This design comes from an exercise in tuning for small area, a short achievable clock period and few clock cycles per item on the open sky130 flow, not from production work. No functional check of the RTL was part of this run. Power figures rest on the tool's default switching activity, not on a simulated workload.

<file path="design/flow/run.sh">
#!/bin/bash
# synth_recipe.tcl (not shown) runs the flow's synth.tcl, then flattens the netlist and writes it again
# the make line also repeats each setting of config.mk as NAME=value (left out here)
make -C /OpenROAD-flow-scripts/flow DESIGN_CONFIG=/design/flow/config.mk WORK_HOME=/design/flow/orfs CLKGATE_MAP_FILE= SYNTH_SCRIPT=/design/flow/synth_recipe.tcl finish
</file>
<file path="design/flow/config.mk">
export PLATFORM = sky130hd
export DESIGN_NAME = md5_core
export DESIGN_NICKNAME = md5_core
export VERILOG_FILES = /design/flow/design.v
export SDC_FILE = /design/flow/constraint.sdc
export NUM_CORES = 4
export LEC_CHECK = 0
export CAP_MARGIN = 20
export CORE_MARGIN = 2
export CORE_UTILIZATION = 40
export SLEW_MARGIN = 20
</file>
<file path="design/flow/constraint.sdc">
create_clock -name core_clock -period 12.0 [get_ports {clk}]
set_input_delay 2.4000 -clock core_clock [delete_from_list [all_inputs] [get_ports {clk}]]
set_output_delay 2.4000 -clock core_clock [all_outputs]
set_load 0.01 [all_outputs]
</file>
<file path="design/flow/design.v">
module md5_core (
    input  wire         clk,
    input  wire         rst,       
    input  wire         start,     
    input  wire         first,     
    input  wire [511:0] block,     
    output wire         ready,
    output reg          done,
    output wire [127:0] digest     
);
    localparam [31:0] IV0 = 32'h67452301;
    localparam [31:0] IV1 = 32'hefcdab89;
    localparam [31:0] IV2 = 32'h98badcfe;
    localparam [31:0] IV3 = 32'h10325476;
    reg [31:0] h0, h1, h2, h3;
    reg [31:0] a, b, c, d;
    reg [31:0] x [0:15];
    reg  [5:0] round;
    reg        busy;      
    reg        fin;       
    assign ready  = !busy && !fin;
    assign digest = {h3, h2, h1, h0};
    wire [1:0] grp = round[5:4];
    reg [3:0] k;
    always @(*) begin
        case (grp)
            2'd0: k = round[3:0];
            2'd1: k = round[3:0] * 4'd5 + 4'd1;
            2'd2: k = round[3:0] * 4'd3 + 4'd5;
            default: k = round[3:0] * 4'd7;
        endcase
    end
    reg [4:0] s;
    always @(*) begin
        case ({grp, round[1:0]})
            4'h0: s = 5'd7;   4'h1: s = 5'd12;  4'h2: s = 5'd17;  4'h3: s = 5'd22;
            4'h4: s = 5'd5;   4'h5: s = 5'd9;   4'h6: s = 5'd14;  4'h7: s = 5'd20;
            4'h8: s = 5'd4;   4'h9: s = 5'd11;  4'ha: s = 5'd16;  4'hb: s = 5'd23;
            4'hc: s = 5'd6;   4'hd: s = 5'd10;  4'he: s = 5'd15;  default: s = 5'd21;
        endcase
    end
    reg [31:0] t;
    always @(*) begin
        case (round)
            6'd0:  t = 32'hd76aa478;  6'd1:  t = 32'he8c7b756;
            6'd2:  t = 32'h242070db;  6'd3:  t = 32'hc1bdceee;
            6'd4:  t = 32'hf57c0faf;  6'd5:  t = 32'h4787c62a;
            6'd6:  t = 32'ha8304613;  6'd7:  t = 32'hfd469501;
            6'd8:  t = 32'h698098d8;  6'd9:  t = 32'h8b44f7af;
            6'd10: t = 32'hffff5bb1;  6'd11: t = 32'h895cd7be;
            6'd12: t = 32'h6b901122;  6'd13: t = 32'hfd987193;
            6'd14: t = 32'ha679438e;  6'd15: t = 32'h49b40821;
            6'd16: t = 32'hf61e2562;  6'd17: t = 32'hc040b340;
            6'd18: t = 32'h265e5a51;  6'd19: t = 32'he9b6c7aa;
            6'd20: t = 32'hd62f105d;  6'd21: t = 32'h02441453;
            6'd22: t = 32'hd8a1e681;  6'd23: t = 32'he7d3fbc8;
            6'd24: t = 32'h21e1cde6;  6'd25: t = 32'hc33707d6;
            6'd26: t = 32'hf4d50d87;  6'd27: t = 32'h455a14ed;
            6'd28: t = 32'ha9e3e905;  6'd29: t = 32'hfcefa3f8;
            6'd30: t = 32'h676f02d9;  6'd31: t = 32'h8d2a4c8a;
            6'd32: t = 32'hfffa3942;  6'd33: t = 32'h8771f681;
            6'd34: t = 32'h6d9d6122;  6'd35: t = 32'hfde5380c;
            6'd36: t = 32'ha4beea44;  6'd37: t = 32'h4bdecfa9;
            6'd38: t = 32'hf6bb4b60;  6'd39: t = 32'hbebfbc70;
            6'd40: t = 32'h289b7ec6;  6'd41: t = 32'heaa127fa;
            6'd42: t = 32'hd4ef3085;  6'd43: t = 32'h04881d05;
            6'd44: t = 32'hd9d4d039;  6'd45: t = 32'he6db99e5;
            6'd46: t = 32'h1fa27cf8;  6'd47: t = 32'hc4ac5665;
            6'd48: t = 32'hf4292244;  6'd49: t = 32'h432aff97;
            6'd50: t = 32'hab9423a7;  6'd51: t = 32'hfc93a039;
            6'd52: t = 32'h655b59c3;  6'd53: t = 32'h8f0ccc92;
            6'd54: t = 32'hffeff47d;  6'd55: t = 32'h85845dd1;
            6'd56: t = 32'h6fa87e4f;  6'd57: t = 32'hfe2ce6e0;
            6'd58: t = 32'ha3014314;  6'd59: t = 32'h4e0811a1;
            6'd60: t = 32'hf7537e82;  6'd61: t = 32'hbd3af235;
            6'd62: t = 32'h2ad7d2bb;  default: t = 32'heb86d391;
        endcase
    end
    reg [31:0] f;
    always @(*) begin
        case (grp)
            2'd0: f = (b & c) | (~b & d);
            2'd1: f = (b & d) | (c & ~d);
            2'd2: f = b ^ c ^ d;
            default: f = c ^ (b | ~d);
        endcase
    end
    wire [31:0] tmp = a + f + x[k] + t;
    wire [31:0] rot = (tmp << s) | (tmp >> (6'd32 - {1'b0, s}));
    wire [31:0] b_next = b + rot;
    integer i;
    always @(posedge clk) begin
        if (rst) begin
            busy  <= 1'b0;
            fin   <= 1'b0;
            done  <= 1'b0;
            round <= 6'd0;
        end else begin
            done <= 1'b0;
            if (start && ready) begin
                for (i = 0; i < 16; i = i + 1)
                    x[i] <= block[32*i +: 32];
                if (first) begin
                    h0 <= IV0; h1 <= IV1; h2 <= IV2; h3 <= IV3;
                    a  <= IV0; b  <= IV1; c  <= IV2; d  <= IV3;
                end else begin
                    a  <= h0;  b  <= h1;  c  <= h2;  d  <= h3;
                end
                round <= 6'd0;
                busy  <= 1'b1;
            end else if (busy) begin
                a <= d;
                b <= b_next;
                c <= b;
                d <= c;
                round <= round + 6'd1;
                if (round == 6'd63) begin
                    busy <= 1'b0;
                    fin  <= 1'b1;
                end
            end else if (fin) begin
                h0 <= h0 + a;
                h1 <= h1 + b;
                h2 <= h2 + c;
                h3 <= h3 + d;
                fin  <= 1'b0;
                done <= 1'b1;
            end
        end
    end
endmodule
</file>
==> flow_summary.yaml <==
global_routing:
  grt_usage_pct: 32.5
  grt_max_degree: 178
  grt_pass1_vias: 41300
  grt_overflow_total: 0
  grt_first_pass_wirelength_mm: 296
  antenna_found_initial: 36
timing:
  slew_headroom_pct: 22.3
  whs_ns: 0.507
  setup_viol: 0
  maxSlewViolCount: 0
  hold_viol: 0
  fmax_ghz: 0.0877
  period_share_pct: 95.1
  worstMarginPinSlew_ns: 1.16
  fin_skew_ns: 0.0557
  post-route-min-period_ns: 11.41
power:
  p_leak_uw: 0.0221
  ir_drop_mv: 0.193
  p_per_area_nw_per_um2: 255
worst_setup_path:
  cp_max_fo: 21
  critPathLaunchType: "flip-flop"
  crit_path_end: "b[29]"
  timing.rr.start: "round[0]"
  ff2ff_path_depth: 44
  end_kind: "flip-flop"
  cp.arrival_ns: 11.83
  crit_slowest_cell: "fa_1"
  r2r-end: "b[29]"
  cpPeakStageDelay_ns: 0.54
  r2r_slack_ns: 0.59
  crit_start: "round[0]"
  worstSetupPathType: "reg2reg"
  crit_top_cell: "a21o_1"
  cp.required_ns: 12.43
synthesis:
  syn_inst: 4762
  synth_edf_count: 768
  ys_warn_count: 2
  yosys.cell_types.count: 104
  synth_seq_area_share_pct: 48.8
  syn_nets: 5558
  ys.flop_type: "edfxtp_1"
  async_reset_ff_share_pct: 0
  syn_avg_cell_area_um2: 10.3
  synth-seq-cells: 814
  netlist_area_um2: 49200
hold_path:
  hold_path_class: "reg2reg"
finish:
  seqCellArea_um2: 24000
  syn_to_final_growth_pct: 24.1
  finalCoreUtilization_pct: 50.1
  drive_gt1_share_pct: 7.13
  fin_nets: 6142
  largest_register_ffs: 512
  design_area_um2: 61000
  regMostFlops: "x"
  fillers: 11000
  multi_input_area_um2: 23800
routing:
  drc: 0
  vias: 43400
  wirelength_mm: 210
  drt_iter0_markers: 5700
  wl_per_cell_um: 29.7
  via_per_inst: 6.13
  detail-route-antenna-nets: 0
  firstDrtPassIters: 10
run_status:
  status: "complete, no violations"
cts:
  cts_tree: "done"
  cts_setup_buffers: 0
  clock_path_buffers: 3
  cts_sinks: 814
  cts.clk_slew.worst_paths_ns: 0.06
  clk_latency_ns: 0.72
  h-tree-depth: 3
  cts_root_buffer: "clkbuf_16"
  numCtsBuffers: 94
placement:
  port_buffers: 645
  place_hpwl_mm: 160
  place_congestion: 0.984
  placed_cell_area_um2: 57700
floorplan:
  core.rowCount: 128
  fp.dieW_um: 355
  dieArea_um2: 126000
  initial_core_util_pct: 40.3
  fp.coreArea_um2: 122000
  dieHeight_um: 355
  io_pins: 646
run:
  maxCapViolations: 0
## routing by layer
metal / part of all wire, % / vias to the layer above / routed length, um / track usage, %
met5: 0.018 / - / 38 / 0
met4: 4.2 / 6 / 8880 / 12.9
met3: 9.8 / 417 / 20600 / 7.67
met2: 46 / 2269 / 96400 / 51.2
met1: 40 / 21400 / 84400 / 43.1
li1: - / 19300 / - / -
## area by class of cell
class	instances	area share, %
sequential	814	39.3
timing repair buffer	757	12.1
inverter	126	0.775
tap	1625	3.33
antenna	27	0.111
multi-input combinational	3553	39.1
clock inverter	59	1.16
clock buffer	117	4.11
## metrics by stage
stage          power (uW)  cells  setup slack (ns)  setup TNS (ns)
2_1_floorplan        9720   4762             0.977               0
3_3_place_gp        12300   6875             0.850               0
3_5_place_dp        12400   6875             0.614               0
4_1_cts             15400   7051             0.572               0
5_1_grt             16500   7076           -0.0258         -0.0258
6_report            15600   7078             0.591               0
## logic make-up after synthesis
kind of cell / count (synthesis) / synth area share (%)
AOI/OAI and AO/OA: 1661 / 21.6
xor gates and xnor gates: 208 / 3.79
adders and majority gates: 282 / 8.22
buffers and inverters: 395 / 3.14
DFF: 814 / 48.8
muxes: 130 / 2.97
and+or+nand+nor: 1272 / 11.5
## Yosys cell counts, types with 11 or more instances
cell type  instances  area (um2)
inv_1            120         450
a211oi_1          43         323
and3_1            28         175
buf_1             32         120
buf_2             11        55.1
a21oi_1          464        2320
or3_1             22         138
a31oi_1           77         482
a21boi_0          11        82.6
a222oi_1          22         220
o21a_1            36         270
dfxtp_1           46         921
fa_1              69        1380
xor2_1            99         867
a22o_1            34         298
o21bai_1          18         135
o211ai_1          40         300
mux2_2            29         327
o22ai_1           34         213
nand2_1          496        1860
mux2i_1           91         911
and2_1            17         106
nor3_1            79         395
o311ai_0          12         105
a221o_1           28         280
o22a_1            25         219
a211o_1           17         149
edfxtp_1         768       23100
a21o_1            85         638
nand2b_1          46         288
nand3_1           93         465
a221oi_1          45         394
xnor2_1          106         928
o21ai_0          434        2170
o31ai_1           31         233
nor2b_1           20         125
ha_1             211        2640
o221ai_1          16         140
nand4_1           15        93.8
clkbuf_1         218         818
nor3b_1           25         188
a22oi_1           92         691
nor2_1           381        1430
## placed cells by master, fill, tap and decap left out, types with 27 or more instances in the layout
cell type,n
a22o_1,34
diode_2,27
o22ai_1,34
dfxtp_1,43
mux2_2,29
clkdlybuf4s50_1,644
o31ai_1,31
a211oi_1,42
mux2i_1,89
nor2_1,365
o21ai_0,432
o211ai_1,40
nor3_1,78
edfxtp_1,768
a221oi_1,44
inv_1,119
buf_4,104
nand3_1,93
nand2_1,493
clkbuf_16,95
a221o_1,28
ha_1,211
a21o_1,85
xor2_1,96
fa_1,69
a21oi_1,463
a22oi_1,92
and3_1,28
a31oi_1,77
nand2b_1,46
xnor2_1,104
o21a_1,36
## how the worst min path moves through the flow
| stage | from | endpoint | slack, ns | depth (start not counted) |
|---|---|---|---|---|
| CTS | fin | done | 0.50 | 2 |
| global route | fin | done | 0.54 | 2 |
| detailed placement | fin | done | 0.48 | 2 |
| global placement | fin | fin | 0.48 | 2 |
| finish | fin | fin | 0.51 | 2 |
| floorplan | fin | done | 0.45 | 2 |
## critical path, delay by kind of cell, from the launching register on
family	cells	cell delay, ns
compound gates	19	4.85
fa+ha+maj	6	2.26
simple gates	7	1.24
mux	4	0.92
buf+inv	5	0.89
xor+xnor	3	0.49
flops	1	0.47
## where the power goes
part	switching [uW]	internal, uW	total [uW]
Clock	1290	1720	3010
Combinational	5100	3500	8600
Sequential	428	3530	3960
Total	6820	8750	15600
## what timing repair did
item,4_1_cts,5_1_grt
hold endpoints to repair,0,0
resized for setup,0,10
setup endpoints to repair,0,4
hold buffers,0,0

-- separate check: timing with driven ports --
No port has a modelled driver above. Below, the same layout with a new extraction and two added sets of constraints. Step 1 assumes that a clkbuf_16 drives the clock port and a buf_2 every other input. Step 2 times the ports against the registers' clock, not the clock port: input delays grow and output delays shrink by t, the midpoint of the rising clock arrivals with the driver on. a / b / c = no drivers / after step 1 / after step 2; a / b = the first two.
t (ns): 0.767
setup WS [ns]: 0.591 / 0.591 / 0.591
cell pins on the clock port's net: 1
After both steps setup and hold are still met in this run. For this run, drivers alone change the setup slack by 0.000 ns; drivers and shift together by 0.000 ns.
